What follows belongs to an exercise in optimizing a design on an open flow for small area, a short achievable clock period and few clock cycles; a production flow would make more cautious choices.
Where RTL was checked, it was by simulation tests only, not by an equivalence proof against the original.
No activity file was given, so power comes from the tool's default toggle rates.

Design hspap, start of the top module:
module hspap (
    input  wire        clk,
    input  wire        rst,           
    input  wire [31:0] cfg_ps,
    input  wire [31:0] cfg_ppc,
    input  wire [31:0] cfg_win,
    input  wire [31:0] cfg_wout,
    input  wire [31:0] cfg_rate,
    input  wire        cmd_valid,
    input  wire [31:0] cmd_code,
    output wire [7:0]  status,
    output wire [12:0] loop_width,
    output wire        rm_we,
    output wire        rm_bank,
    output wire [13:0] rm_addr,
    output wire [31:0] rm_wdata
);
clock: 13.0 ns
lec_check: 0
cap_margin: 10
core_margin: 2
core_utilization: 40
cts_buf_list: sky130_fd_sc_hd__clkbuf_4 sky130_fd_sc_hd__clkbuf_8
place_density: 0.6
slew_margin: 10
standard.sh (not shown) runs the stock make flow with config.mk's settings and CLKGATE_MAP_FILE= SYNTH_SCRIPT=/design/flow/synth_recipe.tcl, a recipe that flattens the netlist after the stock synthesis.
==> flow/flow/run.sh <==
#!/bin/bash
# Standard ORFS layout, with timing repair aimed below the clock period so
# that the achieved period (clock period less setup slack) is short, and
# small port buffers.
set -euo pipefail
export SETUP_SLACK_MARGIN=8.5
export BUFFER_PORTS_ARGS="-buffer_cell sky130_fd_sc_hd__buf_1"
bash standard.sh > standard_flow.log 2>&1
Testbench counts at the start, summed over its fixed seeds: cycles 16,847.
==> next run, changes <==
Settings changed: CAP_MARGIN 10 to 20, SLEW_MARGIN 10 to 20.
Effect: Wire length grows slightly; combinational power hardly moves; count of clock-buffer cells in the layout stays the same; sequential power barely changes; flip-flop and latch count does not change; total power is about the same.
==> next run, changes <==
--- a/flow/flow/run.sh
+++ b/flow/flow/run.sh
@@ -4,5 +4,5 @@
 # small port buffers.
 set -euo pipefail
-export SETUP_SLACK_MARGIN=8.5
+export SETUP_SLACK_MARGIN=8.7
 export BUFFER_PORTS_ARGS="-buffer_cell sky130_fd_sc_hd__buf_1"
 bash standard.sh > standard_flow.log 2>&1
Wire length increases by a few percent.
Global-route usage increases by 0.49 points.
Sequential share of layout area decreases by 0.81 points.
Cell area increases by a few percent.
Final cell count increases slightly.
==> next run, changes <==
--- a/flow/flow/run.sh
+++ b/flow/flow/run.sh
@@ -4,5 +4,5 @@
 # small port buffers.
 set -euo pipefail
-export SETUP_SLACK_MARGIN=8.7
+export SETUP_SLACK_MARGIN=8.5
 export BUFFER_PORTS_ARGS="-buffer_cell sky130_fd_sc_hd__buf_1"
 bash standard.sh > standard_flow.log 2>&1
Settings changed: CAP_MARGIN 20 to 5, SLEW_MARGIN 20 to 5.
Effect:
- The changed run finished with timing, DRC and antenna clean
- final cell count came out lower by about 1.1%
- synthesized area is unchanged
- sequential share of layout area came out higher by 0.98 points
- die area stays the same
- clock-buffer cell count stays the same
- clock skew is about the same
==> next run, changes <==
--- a/flow/flow/run.sh
+++ b/flow/flow/run.sh
@@ -4,5 +4,5 @@
 # small port buffers.
 set -euo pipefail
-export SETUP_SLACK_MARGIN=8.5
+export SETUP_SLACK_MARGIN=9
 export BUFFER_PORTS_ARGS="-buffer_cell sky130_fd_sc_hd__buf_1"
 bash standard.sh > standard_flow.log 2>&1
Settings changed: CAP_MARGIN 5 to 20, CTS_BUF_LIST sky130_fd_sc_hd__clkbuf_4 sky130_fd_sc_hd__clkbuf_8 to not set, SLEW_MARGIN 5 to 20.
What happened: Combinational power is higher by 16%. Die area stays the same. Routed wire length is higher by 6.2%. Final cell count is higher by 2.7%. Maximum frequency is higher by 3.0%. Core utilization is higher by 5.4 points.

Another version of the RTL of hspap (not shown whole).
For scale: about 180 flip-flops, roughly 260 I/O pins.
Design hspap, start of the top module:
module hspap (
    input  wire        clk,
    input  wire        rst,           
    input  wire [31:0] cfg_ps,
    input  wire [31:0] cfg_ppc,
    input  wire [31:0] cfg_win,
    input  wire [31:0] cfg_wout,
    input  wire [31:0] cfg_rate,
    input  wire        cmd_valid,
    input  wire [31:0] cmd_code,
    output wire [7:0]  status,
    output wire [12:0] loop_width,
    output wire        rm_we,
    output wire        rm_bank,
    output wire [13:0] rm_addr,
    output wire [31:0] rm_wdata
);
clock: 13.0 ns
lec_check: 0
cap_margin: 20
core_margin: 2
core_utilization: 40
place_density: 0.6
slew_margin: 20
==> flow/flow/run.sh <==
#!/bin/bash
# Standard ORFS layout, with timing repair aimed below the clock period so
# that the achieved period (clock period less setup slack) is short, and
# small port buffers.
set -euo pipefail
export SETUP_SLACK_MARGIN=10
export BUFFER_PORTS_ARGS="-buffer_cell sky130_fd_sc_hd__buf_1"
bash standard.sh > standard_flow.log 2>&1
Testbench counts at the start, summed over its fixed seeds: cycles 16,847.
Next try:
==> flow/flow/run.sh (replaced) <==
#!/bin/bash
# Standard ORFS layout, with timing repair aimed below the clock period so
# that the achieved period (clock period less setup slack) is short, small
# port buffers, and adders left to ABC's logic optimisation instead of
# being mapped to ripple-carry full-adder cells.
set -euo pipefail
export SETUP_SLACK_MARGIN=9
export BUFFER_PORTS_ARGS="-buffer_cell sky130_fd_sc_hd__buf_1"
export ADDER_MAP_FILE=
bash standard.sh > standard_flow.log 2>&1
Effect:
- first-iteration DRC count grows by about 40%
- setup slack got worse by 0.060 ns
- area after synthesis rose by 5.4%
- count of clock-buffer cells in the layout goes down by 6
- design area came out lower by about 6.4%
- via count goes up by about 6.6%
- total power drops by about 20%
- sequential cell count stays the same
- global-route usage went down by 0.28 points
- synthesized cell count increases by about 11%
- sequential share of layout area rose by 1.2 points

12-16:
hspap, a different RTL version from the one above (not shown whole).
For scale: roughly 180 flip-flops.
Settings: LEC_CHECK=0, CAP_MARGIN=20, CORE_MARGIN=2, CORE_UTILIZATION=40, CTS_BUF_LIST=sky130_fd_sc_hd__clkbuf_4 sky130_fd_sc_hd__clkbuf_8, PLACE_DENSITY=0.6, SLEW_MARGIN=20; clock period 13.0 ns.
==> flow/flow/run.sh <==
#!/bin/bash
# Standard ORFS layout, with timing repair aimed below the clock period so
# that the achieved period (clock period less setup slack) is short, and
# small port buffers.
set -euo pipefail
export SETUP_SLACK_MARGIN=8.6
export BUFFER_PORTS_ARGS="-buffer_cell sky130_fd_sc_hd__buf_1"
bash standard.sh > standard_flow.log 2>&1
What 08-13 does differently from 12-16 at the input level:
--- a/flow/flow/run.sh
+++ b/flow/flow/run.sh
@@ -6 +6 @@
-export SETUP_SLACK_MARGIN=8.6
+export SETUP_SLACK_MARGIN=8.5
[summary]
- 12-16 → 08-13: register-to-register slack went down by 0.15 ns, worst setup slack decreased 0.017 ns, detailed placement HPWL has increased, sum of routed wire length over all layers moved down.
- The combinational fraction of design power of 08-13 is lower than that of 12-16.
No run of this note included a check of the RTL's function; only the layout flow was run.

RTL: one of the versions met above, not the one the previous note started from.
For scale: about 180 flip-flops, about 260 I/O pins, ~16000 sq um of cells after synthesis.
export LEC_CHECK = 0
export CAP_MARGIN = 20
export CORE_MARGIN = 2
export CORE_UTILIZATION = 40
export CTS_BUF_LIST = sky130_fd_sc_hd__clkbuf_4 sky130_fd_sc_hd__clkbuf_8
export PLACE_DENSITY = 0.6
export SLEW_MARGIN = 20
create_clock -name core_clock -period 13.0 [get_ports {clk}]
==> flow/flow/run.sh <==
#!/bin/bash
# Standard ORFS layout, with timing repair aimed below the clock period so
# that the achieved period (clock period less setup slack) is short, and
# small port buffers.
set -euo pipefail
export SETUP_SLACK_MARGIN=8
export BUFFER_PORTS_ARGS="-buffer_cell sky130_fd_sc_hd__buf_1"
bash standard.sh > standard_flow.log 2>&1
The first run ran to the end with no violations.
Testbench counts at the start, summed over its fixed seeds: cycles 16,847.
Edit:
--- a/flow/flow/run.sh
+++ b/flow/flow/run.sh
@@ -6 +6 @@
-export SETUP_SLACK_MARGIN=8
+export SETUP_SLACK_MARGIN=8.5
--- a/flow/config.mk
+++ b/flow/config.mk
@@ -12 +12 @@
-export PLACE_DENSITY = 0.6
+export PLACE_DENSITY = 0.7
- sequential power barely changes
- cell count rose slightly
- via count grows by a few percent
- wire length goes up by a few percent
- worst setup slack improved by 0.39 ns
- non-clock buffer count grows by 16
- critical path depth is unchanged
- total power climbs by a few percent
- final area increases by a few percent
- register-to-register slack is better by 0.30 ns
- clock-buffer cell count fell by 1
Edit:
--- a/flow/config.mk
+++ b/flow/config.mk
@@ -12 +12 @@
-export PLACE_DENSITY = 0.7
+export PLACE_DENSITY = 0.5
Non-clock buffer count rises by 13.
Fmax decreases slightly.
Global-route usage came out higher by 2.4 points.
Sequential power increases slightly.
Wire length grows by a little under a tenth.
Register-to-register slack gains 0.11 ns.
Final area grows slightly.
Core utilization went up by 0.81 points.
Via count shrinks slightly.
Clock skew stays flat.
Edit:
--- a/flow/config.mk
+++ b/flow/config.mk
@@ -12 +12 @@
-export PLACE_DENSITY = 0.5
+export PLACE_DENSITY = 0.6
@@ -13,0 +14 @@
+export TNS_END_PERCENT = 0
Result: Worst setup slack is worse by 0.0095 ns; utilization falls by 0.76 points; design area goes down by about 1.6%.

port drivers added, routing unchanged:
No port has a modelled driver above. Below, the same layouts with a new extraction and two added sets of constraints.
Step 1 assumes that a clkbuf_16 drives the clock port and a buf_2 every other input.
Step 2, shift: input delay + t, output delay - t, t = (earliest + latest rising clock arrival at the registers) / 2. This alone moves slack from input paths to output paths.
Slacks: ideal ports / drivers / drivers and shift; pairs: ideal ports / drivers.
| run | t (ns) | slack for setup (ns) | slew at the worst register clock pin (ns) | pins driven straight from the clock port |
|---|---|---|---|---|
| the first run of note 1 | 0.583 | 8.591 / 8.611 / 8.028 | 0.11 / 0.11 | 1 |
| the second run of note 1 | 0.579 | 8.594 / 8.618 / 8.044 | 0.11 / 0.11 | 1 |
| the third run of note 1 | 0.583 | 8.700 / 8.693 / 8.109 | 0.11 / 0.11 | 1 |
| the fourth run of note 1 | 0.583 | 8.591 / 8.611 / 8.028 | 0.11 / 0.11 | 1 |
| the fifth run of note 1 | 0.527 | 8.719 / 8.721 / 8.194 | 0.08 / 0.08 | 1 |
| the first run of note 2 | 0.499 | 8.088 / 8.101 / 7.602 | 0.08 / 0.08 | 1 |
| the second run of note 2 | 0.511 | 8.027 / 8.018 / 7.507 | 0.08 / 0.08 | 1 |
| 12-16 | 0.548 | 7.985 / 7.987 / 7.438 | 0.12 / 0.12 | 1 |
| 08-13 | 0.553 | 7.968 / 7.931 / 7.378 | 0.12 / 0.12 | 1 |
| the first run of note 4 | 0.568 | 8.174 / 8.200 / 7.632 | 0.11 / 0.11 | 1 |
| the second run of note 4 | 0.583 | 8.564 / 8.564 / 8.012 | 0.11 / 0.11 | 1 |
| the third run of note 4 | 0.583 | 8.535 / 8.571 / 7.988 | 0.13 / 0.13 | 1 |
| the fourth run of note 4 | 0.575 | 8.526 / 8.551 / 7.976 | 0.11 / 0.11 | 1 |
After both steps setup and hold are still met in every run listed. The setup slack of the third run of note 1, which loses most, moves by -0.007 ns with the drivers and by -0.591 ns with both steps.
